This is an optimization exercise on Yosys and OpenROAD, whose aim is small area, a short achievable clock period and few clock cycles, not a production implementation. Only simulation tests tie the RTL to the original design; equivalence was not proved.

==> flow/design.v <==
module b58_digit2char (
  input  wire [5:0] digit,    
  output reg  [7:0] char
);
  always @(*) begin
    if (digit < 6'd9)
      char = 8'h31 + {2'b00, digit};           
    else if (digit < 6'd17)
      char = 8'h41 + {2'b00, digit} - 8'd9;    
    else if (digit < 6'd22)
      char = 8'h4A + {2'b00, digit} - 8'd17;   
    else if (digit < 6'd33)
      char = 8'h50 + {2'b00, digit} - 8'd22;   
    else if (digit < 6'd44)
      char = 8'h61 + {2'b00, digit} - 8'd33;   
    else
      char = 8'h6D + {2'b00, digit} - 8'd44;   
  end
endmodule
module b58_char2digit (
  input  wire [7:0] char,
  output reg        valid,
  output reg  [5:0] digit
);
  reg [7:0] d;
  always @(*) begin
    valid = 1'b1;
    d     = 8'd0;
    if (char >= 8'h31 && char <= 8'h39)
      d = char - 8'h31;                   
    else if (char >= 8'h41 && char <= 8'h48)
      d = char - 8'h41 + 8'd9;            
    else if (char >= 8'h4A && char <= 8'h4E)
      d = char - 8'h4A + 8'd17;           
    else if (char >= 8'h50 && char <= 8'h5A)
      d = char - 8'h50 + 8'd22;           
    else if (char >= 8'h61 && char <= 8'h6B)
      d = char - 8'h61 + 8'd33;           
    else if (char >= 8'h6D && char <= 8'h7A)
      d = char - 8'h6D + 8'd44;           
    else
      valid = 1'b0;
    digit = d[5:0];
  end
endmodule
module b58_codec (
  input  wire       clk,
  input  wire       rst,
  input  wire       cmd_valid,
  output wire       cmd_ready,
  input  wire       cmd_dec,       
  input  wire [5:0] cmd_len,       
  input  wire [5:0] cmd_cap,       
  input  wire       in_valid,
  output wire       in_ready,
  input  wire [7:0] in_data,
  output reg        out_valid,
  output reg  [7:0] out_data,
  output reg        rsp_valid,
  output reg  [1:0] rsp_code,      
  output reg  [5:0] rsp_val        
);
  localparam NBYTES = 33;               
  localparam NBITS  = 8 * NBYTES;       
  localparam NDIG   = 44;               
  localparam [2:0] S_IDLE = 3'd0,
                   S_LOAD = 3'd1,
                   S_DIV  = 3'd2,
                   S_CHK  = 3'd3,
                   S_OUTZ = 3'd4,
                   S_OUTD = 3'd5,
                   S_RSP  = 3'd6;
  reg  [2:0]       state;
  reg              dec;
  reg  [5:0]       len;
  reg  [5:0]       cap;
  reg  [5:0]       cnt;         
  reg  [5:0]       zcnt;        
  reg              zrun;        
  reg              bad;         
  reg  [5:0]       bad_idx;
  reg  [NBITS-1:0] num;
  reg  [5:0]       bcnt;        
  reg  [5:0]       rem;         
  reg  [6*NDIG-1:0] dstk;       
  reg  [5:0]       ndig;        
  reg  [5:0]       ocnt;        
  reg  [1:0]       code_r;
  reg  [5:0]       val_r;
  assign cmd_ready = (state == S_IDLE);
  assign in_ready  = (state == S_LOAD);
  wire       in_dig_ok;
  wire [5:0] in_dig;
  b58_char2digit u_c2d (.char(in_data), .valid(in_dig_ok), .digit(in_dig));
  wire [7:0] top_char;
  b58_digit2char u_d2c (.digit(dstk[5:0]), .char(top_char));
  wire [13:0] div_in  = {rem, 8'h00} + {6'd0, num[NBITS-1 -: 8]};
  wire [7:0]  div_q   = div_in / 14'd58;
  wire [5:0]  div_r   = div_in % 14'd58;
  wire [NBITS-1:0] mac = num * 58 + in_dig;
  reg [5:0] nbytes;
  integer k;
  always @(*) begin
    nbytes = 6'd1;
    for (k = 0; k < NBYTES; k = k + 1)
      if (num[8*k +: 8] != 8'd0)
        nbytes = k + 1;
  end
  wire [5:0] dec_z     = (zcnt == len) ? len - 6'd1 : zcnt;
  wire [6:0] enc_total = {1'b0, zcnt} + {1'b0, ndig};
  wire [6:0] dec_total = {1'b0, dec_z} + {1'b0, nbytes};
  wire [7:0] num_byte = num[8*(ocnt-6'd1) +: 8];
  always @(posedge clk) begin
    out_valid <= 1'b0;
    rsp_valid <= 1'b0;
    if (rst) begin
      state <= S_IDLE;
    end else begin
      case (state)
        S_IDLE: begin
          if (cmd_valid) begin
            dec  <= cmd_dec;
            len  <= cmd_len;
            cap  <= cmd_cap;
            cnt  <= 6'd0;
            zcnt <= 6'd0;
            zrun <= 1'b1;
            bad  <= 1'b0;
            num  <= {NBITS{1'b0}};
            ndig <= 6'd0;
            bcnt <= 6'd0;
            rem  <= 6'd0;
            if (cmd_len == 6'd0) begin
              code_r <= 2'd0;
              val_r  <= 6'd0;
              state  <= S_RSP;
            end else begin
              state <= S_LOAD;
            end
          end
        end
        S_LOAD: begin
          if (in_valid) begin
            cnt <= cnt + 6'd1;
            if (!dec) begin
              num <= {num[NBITS-9:0], in_data};
              if (zrun && in_data == 8'd0)
                zcnt <= zcnt + 6'd1;
              else
                zrun <= 1'b0;
            end else begin
              num <= mac;
              if (!in_dig_ok && !bad) begin
                bad     <= 1'b1;
                bad_idx <= cnt;
              end
              if (zrun && in_dig_ok && in_dig == 6'd0)
                zcnt <= zcnt + 6'd1;
              else
                zrun <= 1'b0;
            end
            if (cnt == len - 6'd1)
              state <= dec ? S_CHK : S_DIV;
          end
        end
        S_DIV: begin
          if (bcnt == 6'd0 && num == {NBITS{1'b0}}) begin
            state <= S_CHK;
          end else begin
            num <= {num[NBITS-9:0], div_q};
            if (bcnt == NBYTES - 1) begin
              dstk <= {dstk[6*NDIG-7:0], div_r};
              ndig <= ndig + 6'd1;
              rem  <= 6'd0;
              bcnt <= 6'd0;
            end else begin
              rem  <= div_r;
              bcnt <= bcnt + 6'd1;
            end
          end
        end
        S_CHK: begin
          if (dec && bad) begin
            code_r <= 2'd1;
            val_r  <= bad_idx;
            state  <= S_RSP;
          end else if (!dec) begin
            if (enc_total > {1'b0, cap}) begin
              code_r <= 2'd2;
              val_r  <= enc_total[5:0];
              state  <= S_RSP;
            end else begin
              code_r <= 2'd0;
              val_r  <= enc_total[5:0];
              ocnt   <= ndig;
              state  <= S_OUTZ;
            end
          end else begin
            if (dec_total > {1'b0, cap}) begin
              code_r <= 2'd2;
              val_r  <= dec_total[5:0];
              state  <= S_RSP;
            end else begin
              code_r <= 2'd0;
              val_r  <= dec_total[5:0];
              zcnt   <= dec_z;
              ocnt   <= nbytes;
              state  <= S_OUTZ;
            end
          end
        end
        S_OUTZ: begin
          if (zcnt != 6'd0) begin
            out_valid <= 1'b1;
            out_data  <= dec ? 8'h00 : 8'h31;
            zcnt      <= zcnt - 6'd1;
          end else begin
            state <= (ocnt == 6'd0) ? S_RSP : S_OUTD;
          end
        end
        S_OUTD: begin
          out_valid <= 1'b1;
          if (!dec) begin
            out_data <= top_char;
            dstk     <= {6'd0, dstk[6*NDIG-1:6]};
          end else begin
            out_data <= num_byte;
          end
          ocnt <= ocnt - 6'd1;
          if (ocnt == 6'd1)
            state <= S_RSP;
        end
        S_RSP: begin
          rsp_valid <= 1'b1;
          rsp_code  <= code_r;
          rsp_val   <= val_r;
          state     <= S_IDLE;
        end
        default: state <= S_IDLE;
      endcase
    end
  end
endmodule
==> flow/run.sh <==
#!/bin/bash
# synth_recipe.tcl (not shown) runs the flow's synth.tcl, then flattens the netlist and writes it again
# the make line also repeats each setting of config.mk as NAME=value (left out here)
make -C /OpenROAD-flow-scripts/flow DESIGN_CONFIG=/design/flow/config.mk WORK_HOME=/design/flow/orfs CLKGATE_MAP_FILE= SYNTH_SCRIPT=/design/flow/synth_recipe.tcl finish
==> flow/config.mk <==
export PLATFORM = sky130hd
export DESIGN_NAME = b58_codec
export DESIGN_NICKNAME = b58_codec
export VERILOG_FILES = /design/flow/design.v
export SDC_FILE = /design/flow/constraint.sdc
export NUM_CORES = 4
export LEC_CHECK = 0
export CAP_MARGIN = 20
export CORE_MARGIN = 2
export CORE_UTILIZATION = 40
export SLEW_MARGIN = 20
==> flow/constraint.sdc <==
create_clock -name core_clock -period 12.0 [get_ports {clk}]
set_input_delay 2.4000 -clock core_clock [delete_from_list [all_inputs] [get_ports {clk}]]
set_output_delay 2.4000 -clock core_clock [all_outputs]
set_load 0.01 [all_outputs]
==> results.txt <==
-- cell usage in the layout, fill, tap and decap left out, types with 22 or more instances in the layout --
master / netlist / routed
sky130_fd_sc_hd__and3_1: 62 / 62
sky130_fd_sc_hd__o21bai_1: 111 / 111
sky130_fd_sc_hd__or2_2: 30 / 29
sky130_fd_sc_hd__clkbuf_16: 0 / 76
sky130_fd_sc_hd__nor3b_1: 22 / 22
sky130_fd_sc_hd__mux4_2: 79 / 79
sky130_fd_sc_hd__o21ai_0: 577 / 577
sky130_fd_sc_hd__a211oi_1: 47 / 46
sky130_fd_sc_hd__xnor2_1: 337 / 335
sky130_fd_sc_hd__fa_1: 520 / 520
sky130_fd_sc_hd__ha_1: 715 / 714
sky130_fd_sc_hd__and4_1: 41 / 41
sky130_fd_sc_hd__nor2_1: 470 / 464
sky130_fd_sc_hd__edfxtp_1: 609 / 609
sky130_fd_sc_hd__mux2i_1: 23 / 23
sky130_fd_sc_hd__and2_1: 55 / 55
sky130_fd_sc_hd__inv_1: 1499 / 1499
sky130_fd_sc_hd__a21oi_1: 560 / 560
sky130_fd_sc_hd__o211ai_1: 29 / 29
sky130_fd_sc_hd__nand3_1: 158 / 158
sky130_fd_sc_hd__nor3_1: 161 / 161
sky130_fd_sc_hd__o31ai_1: 43 / 43
sky130_fd_sc_hd__a21o_1: 191 / 191
sky130_fd_sc_hd__nand4_1: 235 / 235
sky130_fd_sc_hd__a31oi_1: 62 / 62
sky130_fd_sc_hd__nand2_1: 1486 / 1485
sky130_fd_sc_hd__nor2b_1: 60 / 60
sky130_fd_sc_hd__nand2b_1: 53 / 53
sky130_fd_sc_hd__clkdlybuf4s50_1: 0 / 44
sky130_fd_sc_hd__xor2_1: 215 / 215
sky130_fd_sc_hd__a21boi_0: 32 / 32
sky130_fd_sc_hd__nor4_1: 59 / 56
sky130_fd_sc_hd__or3_1: 49 / 49
sky130_fd_sc_hd__buf_4: 2 / 76
sky130_fd_sc_hd__o21a_1: 68 / 68
-- metal layers --
metal	up-vias	wire, um
li1	31537	-
met1	32973	108900
met2	2369	111300
met3	428	17390
met4	6	9079
met5	-	41
-- Yosys cell counts, types with 215 or more instances --
master / count
sky130_fd_sc_hd__nand2_1: 1486
sky130_fd_sc_hd__xor2_1: 215
sky130_fd_sc_hd__nor2_1: 470
sky130_fd_sc_hd__xnor2_1: 337
sky130_fd_sc_hd__a21oi_1: 560
sky130_fd_sc_hd__inv_1: 1499
sky130_fd_sc_hd__nand4_1: 235
sky130_fd_sc_hd__clkbuf_1: 331
sky130_fd_sc_hd__o21ai_0: 577
sky130_fd_sc_hd__ha_1: 715
sky130_fd_sc_hd__fa_1: 520
sky130_fd_sc_hd__edfxtp_1: 609
-- area by class of cell --
cell class | count | area, sq um
multi-input combinational | 6912 | 52840
fill | 19408 | 110900
clock buffer | 90 | 1964
tap | 2542 | 3181
timing repair buffer | 126 | 1146
clock inverter | 47 | 509.2
inverter | 1503 | 5642
sequential | 614 | 18390
-- worst min-delay path by stage --
stage | to | slack [ps] | cells past startpoint
6_report | rsp_val[2] | 420 | 0
5_1_grt | rsp_val[0] | 440 | 0
4_1_cts | rsp_val[4] | 420 | 0
3_5_place_dp | rsp_val[4] | 400 | 0
3_3_place_gp | rsp_val[4] | 400 | 0
2_1_floorplan | rsp_code[0] | 400 | 0
-- through the flow --
step	instance area (sq um)	setup WS [ps]	utilization, %
after global routing	83670	431.3	43.00
after global placement	81120	1296	41.69
after detailed placement	81130	1339	41.70
after CTS	83610	1249	42.97
final	83670	1084	43.00
after floorplan	78130	2045	-
-- sequential cells by signal, summed over array words and instances (netlist names) --
name,cells
dec,1
state,3
rem,6
zrun,1
len,6
ndig,6
rsp_val,6
ocnt,6
bcnt,6
cap,6
zcnt,6
bad_idx,6
num,264
rsp_code,2
bad,1
out_data,8
cnt,6
out_valid,1
val_r,6
dstk,264
rsp_valid,1
code_r,2
-- critical path, delay by kind of cell, from the launching register on --
family                     cells  cell delay [ps]
buffers and inverters          3              310
adders and majority gates      4             1650
and+or+nand+nor               11             3850
AOI/OAI and AO/OA             12             3970
DFF                            1              640
xor gates and xnor gates       1              160
-- kinds of logic (layout without fill, tap and decap cells) --
family                     count (synthesis)  in the layout
xor gates and xnor gates                 556            556
DFF                                      614            614
AOI/OAI and AO/OA                       1980           1980
buffers and inverters                   1858           1766
and+or+nand+nor                         3036           3036
adders and majority gates               1236           1236
muxes                                    104            104
==> reports/results.txt <==
The flow ran to the end and the layout has no timing, DRC or antenna violations. The async set-or-reset flop fraction in the synthesized netlist works out to 0%. The die boundary height is 445.9 um. The routed design has 246.7 mm of wire. For this run, design rule violations remaining after detail routing come to 0. The type of the worst min-delay path is reg -> reg. After floorplanning, the core was sized to cover 194,600 sq um. The starting density of the core is 40.14%, and the worst max-slew margin expressed relative to the limit is 18.24%. 45 I/O pins were placed.

Worst-skew pair later-pin latency: 720 ps. The source of the worst register-to-register timing path is num[3]. TritonCTS created 75 clock buffers. Counting every instance in the synthesized netlist gives 9,384. TritonCTS built the clock tree.

Once detailed placement completed, the half-perimeter wirelength came to 197.6 mm. For the final count of pins violating max slew, the log shows 0. The hold path startpoint is val_r[2].

The tools report the number of hold-slack violations in the final timing report as 0. The Yosys warning count is 3. STA classifies the critical path startpoint as a flop.

The main combinational cell family by area after synthesis was adder cells. The root buffer cell chosen for the clock tree is sky130_fd_sc_hd__clkbuf_16. In the synthesized netlist the dominant register cell turns out to be sky130_fd_sc_hd__edfxtp_1.

After clock tree synthesis, the clock-pin slew on the worst setup and hold paths is 60 ps. The post-synthesis mux area share was 2.601%; the routing usage on met3 was 3.389%. The number of setup violations in the final report was 0; the xor and xnor fraction of the mapped netlist area was 6.281%.

The met2 track demand over resource is 38.78%, and the post-synthesis sequential area ratio is 23.54%. The number of nets still failing antenna checks after routing is 0. The layout overhead on the synthesized area is 7.110%, and the instance count after placement with tap cells included is 11,695.

The transition time at the pin with the least slew margin was 1209 ps; the required time reported for the critical path endpoint was 12,380 ps. The largest stage delay on the critical path is 940 ps. The critical path is of the reg -> reg type. The met1 usage is 34.01%, and the post-layout minimum cycle time is 10,920 ps. For this run, the top clock speed supported by timing is 91.61 MHz. After Yosys synthesis, full adders, half adders and majority gates account for 24.79% of the synthesized area.

The floorplan step defined a die boundary enclosing 198,800 sq um. Of the cells placed in the final design, the portion with a size suffix greater than 1 is 3.939%. The period utilization is 90.97%. The maximum fanout count along the critical path was 7. sky130_fd_sc_hd__edfxtp_1 takes more of the synthesized area than any other cell. The final worst clock skew came out at 49.83 ps. The first routing iteration left 5,774 violations. The register-to-register path setup slack was 1080 ps; the number of max-capacitance violations reported was 0.

Input and output buffers added on the ports amount to 44. The mean instance size in the synthesized netlist came out at 8.324 sq um. The mean number of vias per cell was 5.688; the fraction of synthesized cell area taken by the top area cell type was 23.41%. The remaining global-route overflow came out at 0.

Counting every sink on the clock net gives 614. The iteration count of the initial detailed-routing pass was 6; the pin count of the biggest net entering global routing was 263. The run gives 11,300 ps as the arrival time at the worst endpoint.

For this design, the CTS-stage hold fixing added 0 buffers. Yosys mapped a number of flops with a built-in enable equal to 609. Global routing used 24.44% of the available tracks across all layers. 0 antenna diodes ended up in the layout. The per-cell routed wire length is 20.85 um, and the register bit count reported by yosys is 614. The endpoint identified for the worst register-to-register timing path is num[257]. Once the clock tree was built, the setup fixing pass inserted 0 buffers. The worst setup path is captured at a flop. The final setup TNS is 0 ps. The tools report the count of cells resized by post-cts repair as 0. The synthesized netlist contains 110 unique library cells. Among all stages on the critical path, the largest delay is contributed by sky130_fd_sc_hd__a311oi_1. The H-tree generated during clock tree synthesis spans 3 levels. The worst register-to-register path has a depth of 31. The die is 445.9 um wide. Total via count in the routed design: 67,313. On the final layout, the worst hold slack is 419.8 ps.

The clock passes through at most 3 buffers. For the final non-filler cell total, the log shows 11,834. Routing layer with the top usage in global route: met2. In this run the worst setup path begins at num[3].

The wire length of the first global-routing pass came out at 383.6 mm. Capturing element of the worst setup path: num[257]. The post-synthesis compound-gate area fraction is 15.80%.

The net count of the finished layout is 10,492. Setup repair after global routing left no endpoint under its margin. The initial antenna violation count is 7, and the number of standard-cell rows in the floorplan is 162. The weighted congestion reported at the end of routability-driven placement was 1.011. Yosys attributes the largest share of cell area to sky130_fd_sc_hd__edfxtp_1 23%, sky130_fd_sc_hd__fa_1 13%, sky130_fd_sc_hd__ha_1 11%. The simple-gate share of the synthesized area was 18.04%; the post-synthesis net count was 10,644. After synthesis the cells add up to 78,110 sq um. The run gives 65,341 as the via count of the first global-routing pass.
Testbench counts, summed over its fixed seeds: cycles 208,595.

==> static timing again, ports no longer ideal <==
How much do the figures lean on ideal ports? The routed layout below was timed once more, with nothing changed but the port constraints. Step 1 (the two cells are an assumption about what drives the block):
set clk [get_ports {clk}]
set_driving_cell -lib_cell sky130_fd_sc_hd__clkbuf_16 $clk
set_driving_cell -lib_cell sky130_fd_sc_hd__buf_2 [delete_from_list [all_inputs] $clk]
Step 2, shift: input delay + t, output delay - t, t = (earliest + latest rising clock arrival at the registers) / 2. This alone moves slack from input paths to output paths. Three values: ideal, step 1, step 2; two values: the first two.
t, ns: 0.770
setup WS [ns]: 1.084 / 1.084 / 1.084
latest minus earliest clock arrival (ns): 0.050 / 0.049
worst register clock-pin slew, ns: 0.07 / 0.07
cell pins on the clock port's net: 1
After both steps this run still meets setup and hold. For this run, drivers alone change the setup slack by 0.000 ns; drivers and shift together by 0.000 ns.
